Source: an optimization exercise on an open RTL-to-GDS flow (aim: small area). Production flows keep margins and buffers that such runs may drop. Only simulation tests tie the RTL to the original design; equivalence was not proved. Power is estimated from default activity; no workload was simulated.

run 1:
==> flow/design.v <==
module mwf1_crc32 (
    input  wire [31:0] s,
    input  wire [7:0]  b,
    output wire [31:0] o
);
    wire n40 = s[0] ^ b[0];
    wire n41 = s[1] ^ b[1];
    wire n42 = s[6] ^ b[6];
    wire n43 = s[3] ^ b[3];
    wire n44 = s[4] ^ b[4];
    wire n45 = s[2] ^ b[2];
    wire n46 = s[7] ^ b[7];
    wire n47 = s[5] ^ b[5];
    wire n48 = n41 ^ n46;
    wire n49 = n40 ^ n47;
    wire n50 = n43 ^ n45;
    wire n51 = n42 ^ n50;
    wire n52 = n43 ^ n44;
    wire n53 = n42 ^ n49;
    wire n54 = n40 ^ n44;
    wire n55 = n41 ^ n49;
    wire n56 = n41 ^ n45;
    wire n57 = n46 ^ n52;
    wire n58 = n44 ^ n53;
    wire n59 = n44 ^ n47;
    wire n60 = n42 ^ n48;
    wire n61 = n45 ^ n46;
    wire n62 = n42 ^ n57;
    wire n63 = n48 ^ n51;
    wire n64 = n48 ^ n52;
    wire n65 = s[8] ^ n45;
    wire n66 = s[9] ^ n40;
    wire n67 = n66 ^ n43;
    wire n68 = s[10] ^ n41;
    wire n69 = n68 ^ n54;
    wire n70 = s[11] ^ n47;
    wire n71 = n70 ^ n56;
    wire n72 = s[12] ^ n40;
    wire n73 = n72 ^ n51;
    wire n74 = s[13] ^ n64;
    wire n75 = s[14] ^ n59;
    wire n76 = s[15] ^ n53;
    wire n77 = s[16] ^ n60;
    wire n78 = s[17] ^ n46;
    wire n79 = s[18] ^ n45;
    wire n80 = s[19] ^ n43;
    wire n81 = s[20] ^ n54;
    wire n82 = s[21] ^ n55;
    wire n83 = s[22] ^ n42;
    wire n84 = n83 ^ n56;
    wire n85 = s[23] ^ n46;
    wire n86 = n85 ^ n50;
    wire n87 = s[24] ^ n50;
    wire n88 = n87 ^ n54;
    wire n89 = s[25] ^ n52;
    wire n90 = n89 ^ n55;
    wire n91 = s[26] ^ n56;
    wire n92 = n91 ^ n58;
    wire n93 = s[27] ^ n47;
    wire n94 = n93 ^ n63;
    wire n95 = s[28] ^ n62;
    wire n96 = s[29] ^ n59;
    wire n97 = n96 ^ n61;
    wire n98 = s[30] ^ n47;
    wire n99 = n98 ^ n51;
    wire n100 = s[31] ^ n62;
    wire n101 = n44 ^ n49;
    wire n102 = n101 ^ n61;
    wire n103 = n51 ^ n55;
    wire n104 = n54 ^ n63;
    wire n105 = n47 ^ n64;
    wire n106 = n48 ^ n53;
    wire n107 = n40 ^ n60;
    assign o[0] = n65;
    assign o[1] = n67;
    assign o[2] = n69;
    assign o[3] = n71;
    assign o[4] = n73;
    assign o[5] = n74;
    assign o[6] = n75;
    assign o[7] = n76;
    assign o[8] = n77;
    assign o[9] = n78;
    assign o[10] = n79;
    assign o[11] = n80;
    assign o[12] = n81;
    assign o[13] = n82;
    assign o[14] = n84;
    assign o[15] = n86;
    assign o[16] = n88;
    assign o[17] = n90;
    assign o[18] = n92;
    assign o[19] = n94;
    assign o[20] = n95;
    assign o[21] = n97;
    assign o[22] = n99;
    assign o[23] = n100;
    assign o[24] = n102;
    assign o[25] = n103;
    assign o[26] = n104;
    assign o[27] = n105;
    assign o[28] = n58;
    assign o[29] = n106;
    assign o[30] = n107;
    assign o[31] = n48;
endmodule
module mwf1_rx (
    input  wire        clk,
    input  wire        rst,
    input  wire        rx_valid,
    input  wire [7:0]  rx_data,
    output wire        rx_ready,
    output wire        tx_valid,
    output wire [7:0]  tx_data,
    input  wire        tx_ready,
    output wire        pay_we,
    output wire [14:0] pay_addr,
    output wire [7:0]  pay_wdata,
    output wire        frm_valid,
    output wire [14:0] frm_len,
    input  wire        frm_ready,
    output wire [1:0]  st_phase,
    output wire [1:0]  st_rx_state
);
    localparam [14:0] MAXLEN = 15'd26937;
    localparam [1:0] PH_RECEIVE  = 2'd1;
    localparam [1:0] PH_DISPATCH = 2'd2;
    localparam [1:0] PH_ACK      = 2'd3;
    localparam [1:0] S_SEEK = 2'd0;
    localparam [1:0] S_LEN  = 2'd1;
    localparam [1:0] S_PAY  = 2'd2;
    localparam [1:0] S_CRC  = 2'd3;
    localparam [2:0] A_ERL0 = 3'd0, A_ERL1 = 3'd1, A_ERL2 = 3'd2;
    localparam [2:0] A_ERC0 = 3'd4, A_ERC1 = 3'd5, A_ERC2 = 3'd6;
    localparam [2:0] A_OK0  = 3'd3, A_OK1  = 3'd7;
    reg [1:0]  phase;
    reg [1:0]  rx_state;
    reg        win_ne;       
    reg [1:0]  mm;           
    reg [14:0] len_r;
    reg        len_ovf;      
    reg [14:0] pay_cnt;
    reg [31:0] crc;
    reg [15:0] tmr;
    reg        tmr_ge;       
    reg [2:0]  ack;
    wire recv   = (phase == PH_RECEIVE);
    wire rx_fire = rx_valid && recv;
    wire st_seek = (rx_state == S_SEEK);
    wire st_len  = (rx_state == S_LEN);
    wire st_pay  = (rx_state == S_PAY);
    wire st_crc  = (rx_state == S_CRC);
    wire [31:0] crc_next;
    mwf1_crc32 u_crc (.s(crc), .b(rx_data), .o(crc_next));
    wire crc_ok = (crc[31:8] == 24'h00BE26) && ((crc[7:0] ^ rx_data) == 8'hED);
    reg  [14:0] cnt_inc;
    reg         cnt_cy;
    integer     k;
    always @* begin
        cnt_cy = rx_fire;
        for (k = 0; k < 15; k = k + 1) begin
            cnt_inc[k] = pay_cnt[k] ^ cnt_cy;
            cnt_cy     = pay_cnt[k] & cnt_cy;
        end
    end
    wire        fld_last = (pay_cnt[1:0] == 2'd3);
    wire        pay_last = (cnt_inc == len_r);
    reg         len_le;
    integer     j;
    always @* begin
        len_le = 1'b1;
        for (j = 0; j < 15; j = j + 1)
            len_le = MAXLEN[j] ? (!len_r[j] || len_le) : (!len_r[j] && len_le);
    end
    wire        len_ge9  = (|len_r[14:4]) || (len_r[3] && (|len_r[2:0]));
    wire        len_ok   = !len_ovf && (rx_data == 8'd0) && len_ge9 && len_le;
    wire b_m0 = (rx_data == 8'h4D);
    wire b_m1 = (rx_data == 8'h57);
    wire b_m2 = (rx_data == 8'h46);
    wire b_m3 = (rx_data == 8'h31);
    wire magic_hit = (mm == 2'd3) && b_m3;
    reg tmr_hit;
    always @* begin
        case (rx_state)
            S_SEEK:  tmr_hit = ((tmr & 16'h0109) == 16'h0101);  
            S_PAY:   tmr_hit = ((tmr & 16'h7FBE) == 16'h6320);  
            default: tmr_hit = ((tmr & 16'h4040) == 16'h4040);  
        endcase
    end
    wire ge     = tmr_ge | tmr_hit;
    wire expire = recv && !rx_valid && ge && (!st_seek || win_ne);
    wire len_end = rx_fire && st_len && fld_last;
    wire pay_end = rx_fire && st_pay && pay_last;
    wire crc_end = rx_fire && st_crc && fld_last;
    wire tmr_clr = (rx_fire && (st_seek || fld_last && !st_pay || pay_end)) || expire;
    always @(posedge clk) begin
        if (tmr_clr) begin
            tmr    <= 16'd0;
            tmr_ge <= 1'b0;
        end else begin
            tmr    <= {tmr[14:0], ~(tmr[15] ^ tmr[12] ^ tmr[5] ^ tmr[3])};
            tmr_ge <= ge;
        end
        if (st_seek || len_end || pay_end)
            pay_cnt <= 15'd0;
        else
            pay_cnt <= cnt_inc;
        if (rx_fire && st_len) begin
            if (pay_cnt[1:0] == 2'd0) len_r[7:0] <= rx_data;
            if (pay_cnt[1:0] == 2'd1) begin
                len_r[14:8] <= rx_data[6:0];
                len_ovf     <= rx_data[7];
            end else begin
                len_ovf     <= len_ovf | (rx_data != 8'd0);
            end
        end
        if (!(st_pay || st_crc))
            crc <= 32'hFFFFFFFF;
        else if (rx_fire)
            crc <= crc_next;
        if (rst) begin
            phase    <= PH_RECEIVE;
            rx_state <= S_SEEK;
            win_ne   <= 1'b0;
            mm       <= 2'd0;
        end else begin
            if (!st_seek || expire) begin
                win_ne <= 1'b0;
                mm     <= 2'd0;
            end else if (rx_fire) begin
                win_ne <= !magic_hit;
                if (b_m0)                        mm <= 2'd1;
                else if (mm == 2'd1 && b_m1)     mm <= 2'd2;
                else if (mm == 2'd2 && b_m2)     mm <= 2'd3;
                else                             mm <= 2'd0;
            end
            case (phase)
                PH_RECEIVE: begin
                    if (rx_fire) begin
                        case (rx_state)
                            S_SEEK: if (magic_hit) rx_state <= S_LEN;
                            S_LEN: if (fld_last) begin
                                if (len_ok) begin
                                    rx_state <= S_PAY;
                                end else begin
                                    rx_state <= S_SEEK;
                                    phase    <= PH_ACK;
                                    ack      <= A_ERL0;
                                end
                            end
                            S_PAY: if (pay_last) rx_state <= S_CRC;
                            default: if (fld_last) begin
                                rx_state <= S_SEEK;
                                if (crc_ok) begin
                                    phase <= PH_DISPATCH;
                                end else begin
                                    phase <= PH_ACK;
                                    ack   <= A_ERC0;
                                end
                            end
                        endcase
                    end else if (expire) begin
                        rx_state <= S_SEEK;
                    end
                end
                PH_DISPATCH: begin
                    if (frm_ready) begin
                        phase <= PH_ACK;
                        ack   <= A_OK0;
                    end
                end
                default: begin
                    if (tx_ready) begin
                        case (ack)
                            A_ERL0: ack <= A_ERL1;
                            A_ERL1: ack <= A_ERL2;
                            A_ERC0: ack <= A_ERC1;
                            A_ERC1: ack <= A_ERC2;
                            A_OK0:  ack <= A_OK1;
                            default: phase <= PH_RECEIVE;
                        endcase
                    end
                end
            endcase
        end
    end
    reg [7:0] ack_byte;
    always @* begin
        case (ack)
            A_ERL0, A_ERC0: ack_byte = 8'h45;
            A_ERL1, A_ERC1: ack_byte = 8'h52;
            A_ERL2:         ack_byte = 8'h4C;
            A_ERC2:         ack_byte = 8'h43;
            A_OK0:          ack_byte = 8'h4F;
            default:        ack_byte = 8'h4B;
        endcase
    end
    assign rx_ready    = recv;
    assign tx_valid    = (phase == PH_ACK);
    assign tx_data     = ack_byte;
    assign pay_we      = rx_fire && st_pay;
    assign pay_addr    = pay_cnt;
    assign pay_wdata   = rx_data;
    assign frm_valid   = (phase == PH_DISPATCH);
    assign frm_len     = len_r;
    assign st_phase    = phase;
    assign st_rx_state = rx_state;
endmodule
export LEC_CHECK = 0
export CAP_MARGIN = 0
export CORE_MARGIN = 2
export CORE_UTILIZATION = 40
export PLACE_DENSITY = 0.6
export SLEW_MARGIN = 0
create_clock -name core_clock -period 5.0 [get_ports {clk}]
standard.sh (not shown) runs the stock make flow with config.mk's settings and CLKGATE_MAP_FILE= SYNTH_SCRIPT=/design/flow/synth_recipe.tcl, a recipe that flattens the netlist after the stock synthesis.
==> flow/flow/run.sh <==
#!/bin/bash
# The standard layout (standard.sh: the standard synthesis and ORFS flow),
# with these changes to how the layout is built:
#  - synthesis maps the logic with an area-oriented ABC script
#    (flow/abc_map.script, used in place of ORFS's abc_speed.script through a
#    copy of ORFS's scripts folder in ./orfs_scripts; nothing else in the
#    copy changes, so the registers are those of the standard synthesis);
#  - the input and output port buffers use the smallest buffer cell
#    (sky130_fd_sc_hd__buf_1);
#  - the clock tree uses clkbuf_8 buffers and no dummy loads.
# standard.sh's full output is written to standard.log in this folder; ORFS
# keeps each step's log under orfs/logs/.
set -o pipefail
rm -rf orfs_scripts
cp -r "$FLOW_HOME/scripts" orfs_scripts
cp flow/abc_map.script orfs_scripts/abc_speed.script
export SCRIPTS_DIR="$PWD/orfs_scripts"
export BUFFER_PORTS_ARGS="-buffer_cell sky130_fd_sc_hd__buf_1"
export CTS_ARGS="-sink_clustering_enable -repair_clock_nets -buf_list sky130_fd_sc_hd__clkbuf_8 -sink_clustering_size 30 -dont_use_dummy_load"
bash standard.sh > standard.log 2>&1
==> flow/flow/abc_map.script <==
strash
&get -n
&st
&dch -f
&nf -R 1000 -p
&put
strash
&get -n
&st
&syn2
&dch -f
&nf -R 1000 -p
&put
--- input diff run 1..run 2 ---
--- a/flow/design.v
+++ b/flow/design.v
@@ -127,26 +127,26 @@
     localparam [1:0] PH_DISPATCH = 2'd2;
     localparam [1:0] PH_ACK      = 2'd3;
     localparam [1:0] S_SEEK = 2'd0;
     localparam [1:0] S_LEN  = 2'd1;
     localparam [1:0] S_PAY  = 2'd2;
     localparam [1:0] S_CRC  = 2'd3;
-    localparam [2:0] A_ERL0 = 3'd0, A_ERL1 = 3'd1, A_ERL2 = 3'd2;
-    localparam [2:0] A_ERC0 = 3'd4, A_ERC1 = 3'd5, A_ERC2 = 3'd6;
-    localparam [2:0] A_OK0  = 3'd3, A_OK1  = 3'd7;
+    localparam [2:0] A_ERL0 = 3'b100, A_ERL1 = 3'b111, A_ERL2 = 3'b010;
+    localparam [2:0] A_ERC0 = 3'b101, A_ERC1 = 3'b110, A_ERC2 = 3'b011;
+    localparam [2:0] A_OK0  = 3'b000, A_OK1  = 3'b001;
     reg [1:0]  phase;
     reg [1:0]  rx_state;
-    reg        win_ne;       
-    reg [1:0]  mm;           
+    reg        win_ne;
+    reg [1:0]  mm;
     reg [14:0] len_r;
     reg        len_ovf;      
     reg [14:0] pay_cnt;
     reg [31:0] crc;
     reg [15:0] tmr;
     reg        tmr_ge;       
-    reg [2:0]  ack;
+    wire [2:0] ack = {win_ne, mm};
     wire recv   = (phase == PH_RECEIVE);
     wire rx_fire = rx_valid && recv;
     wire st_seek = (rx_state == S_SEEK);
     wire st_len  = (rx_state == S_LEN);
     wire st_pay  = (rx_state == S_PAY);
     wire st_crc  = (rx_state == S_CRC);
@@ -154,13 +154,13 @@
     mwf1_crc32 u_crc (.s(crc), .b(rx_data), .o(crc_next));
     wire crc_ok = (crc[31:8] == 24'h00BE26) && ((crc[7:0] ^ rx_data) == 8'hED);
     reg  [14:0] cnt_inc;
     reg         cnt_cy;
     integer     k;
     always @* begin
-        cnt_cy = rx_fire;
+        cnt_cy = 1'b1;
         for (k = 0; k < 15; k = k + 1) begin
             cnt_inc[k] = pay_cnt[k] ^ cnt_cy;
             cnt_cy     = pay_cnt[k] & cnt_cy;
         end
     end
     wire        fld_last = (pay_cnt[1:0] == 2'd3);
@@ -189,24 +189,24 @@
     end
     wire ge     = tmr_ge | tmr_hit;
     wire expire = recv && !rx_valid && ge && (!st_seek || win_ne);
     wire len_end = rx_fire && st_len && fld_last;
     wire pay_end = rx_fire && st_pay && pay_last;
     wire crc_end = rx_fire && st_crc && fld_last;
-    wire tmr_clr = (rx_fire && (st_seek || fld_last && !st_pay || pay_end)) || expire;
+    wire tmr_clr = rx_fire && (st_seek || (st_len && fld_last) || (st_pay && pay_last));
     always @(posedge clk) begin
         if (tmr_clr) begin
             tmr    <= 16'd0;
             tmr_ge <= 1'b0;
         end else begin
             tmr    <= {tmr[14:0], ~(tmr[15] ^ tmr[12] ^ tmr[5] ^ tmr[3])};
             tmr_ge <= ge;
         end
         if (st_seek || len_end || pay_end)
             pay_cnt <= 15'd0;
-        else
+        else if (rx_fire)
             pay_cnt <= cnt_inc;
         if (rx_fire && st_len) begin
             if (pay_cnt[1:0] == 2'd0) len_r[7:0] <= rx_data;
             if (pay_cnt[1:0] == 2'd1) begin
                 len_r[14:8] <= rx_data[6:0];
                 len_ovf     <= rx_data[7];
@@ -242,45 +242,45 @@
                             S_LEN: if (fld_last) begin
                                 if (len_ok) begin
                                     rx_state <= S_PAY;
                                 end else begin
                                     rx_state <= S_SEEK;
                                     phase    <= PH_ACK;
-                                    ack      <= A_ERL0;
+                                    {win_ne, mm} <= A_ERL0;
                                 end
                             end
                             S_PAY: if (pay_last) rx_state <= S_CRC;
                             default: if (fld_last) begin
                                 rx_state <= S_SEEK;
                                 if (crc_ok) begin
                                     phase <= PH_DISPATCH;
                                 end else begin
                                     phase <= PH_ACK;
-                                    ack   <= A_ERC0;
+                                    {win_ne, mm} <= A_ERC0;
                                 end
                             end
                         endcase
                     end else if (expire) begin
                         rx_state <= S_SEEK;
                     end
                 end
                 PH_DISPATCH: begin
-                    if (frm_ready) begin
-                        phase <= PH_ACK;
-                        ack   <= A_OK0;
-                    end
+                    if (frm_ready) phase <= PH_ACK;
                 end
                 default: begin
                     if (tx_ready) begin
                         case (ack)
-                            A_ERL0: ack <= A_ERL1;
-                            A_ERL1: ack <= A_ERL2;
-                            A_ERC0: ack <= A_ERC1;
-                            A_ERC1: ack <= A_ERC2;
-                            A_OK0:  ack <= A_OK1;
-                            default: phase <= PH_RECEIVE;
+                            A_ERL0: {win_ne, mm} <= A_ERL1;
+                            A_ERL1: {win_ne, mm} <= A_ERL2;
+                            A_ERC0: {win_ne, mm} <= A_ERC1;
+                            A_ERC1: {win_ne, mm} <= A_ERC2;
+                            A_OK0:  {win_ne, mm} <= A_OK1;
+                            default: begin
+                                {win_ne, mm} <= 3'b000;
+                                phase        <= PH_RECEIVE;
+                            end
                         endcase
                     end
                 end
             endcase
         end
     end
[summary]
Critical path capture point = rx_state[1]: run 1; critical path capture point = rx_state[0]: run 2. The maximum clock frequency of run 2 is higher than that of run 1. Of run 2 and run 1, the lower count of inverters not on the clock network in the layout belongs to run 1. Summary of run 2 over run 1: total non-filler cell area in the finished layout has decreased, final critical-path setup slack saw an increase, power after layout now smaller, number of distinct library cells after synthesis rose by about 2.5%. Going from run 1 to run 2, cell total after placement grows by about 4%. Summary of run 2 over run 1: placed instance area fell by 230 um2; global placer's final weighted congestion now larger; area used by multi-input combinational logic shrank by 5.1%. Re buffers inserted during post-CTS setup optimization: no difference whatsoever between run 2 and run 1.

[re-timing with driven ports]
How much do the figures lean on ideal ports? The routed layouts below were timed once more, with nothing changed but the port constraints.
Step 1 assumes that a clkbuf_16 drives the clock port and a buf_2 every other input.
Step 2 adds t to the input delays and takes it off the output delays; t is the mean of the earliest and latest rising clock arrival at the registers after step 1. Input paths then give back, and output paths get back, about the clock's delay inside the block.
Three values: no drivers, after step 1, after step 2; two values: the first two.
run | t (ns) | slack for setup (ns) | latest minus earliest clock arrival (ns) | slew at the worst register clock pin (ns) | worst data-port slew with drivers (ns)
run 1 | 0.372 | 0.302 / 0.307 / -0.065 | 0.033 / 0.033 | 0.10 / 0.10 | 0.03
run 2 | 0.379 | 0.481 / 0.481 / 0.481 | 0.013 / 0.013 | 0.08 / 0.08 | 0.05
With both steps, setup timing fails in run 1, where it was met with ideal ports. For run 1, which loses most, drivers alone change the setup slack by +0.005 ns; drivers and shift together by -0.367 ns.
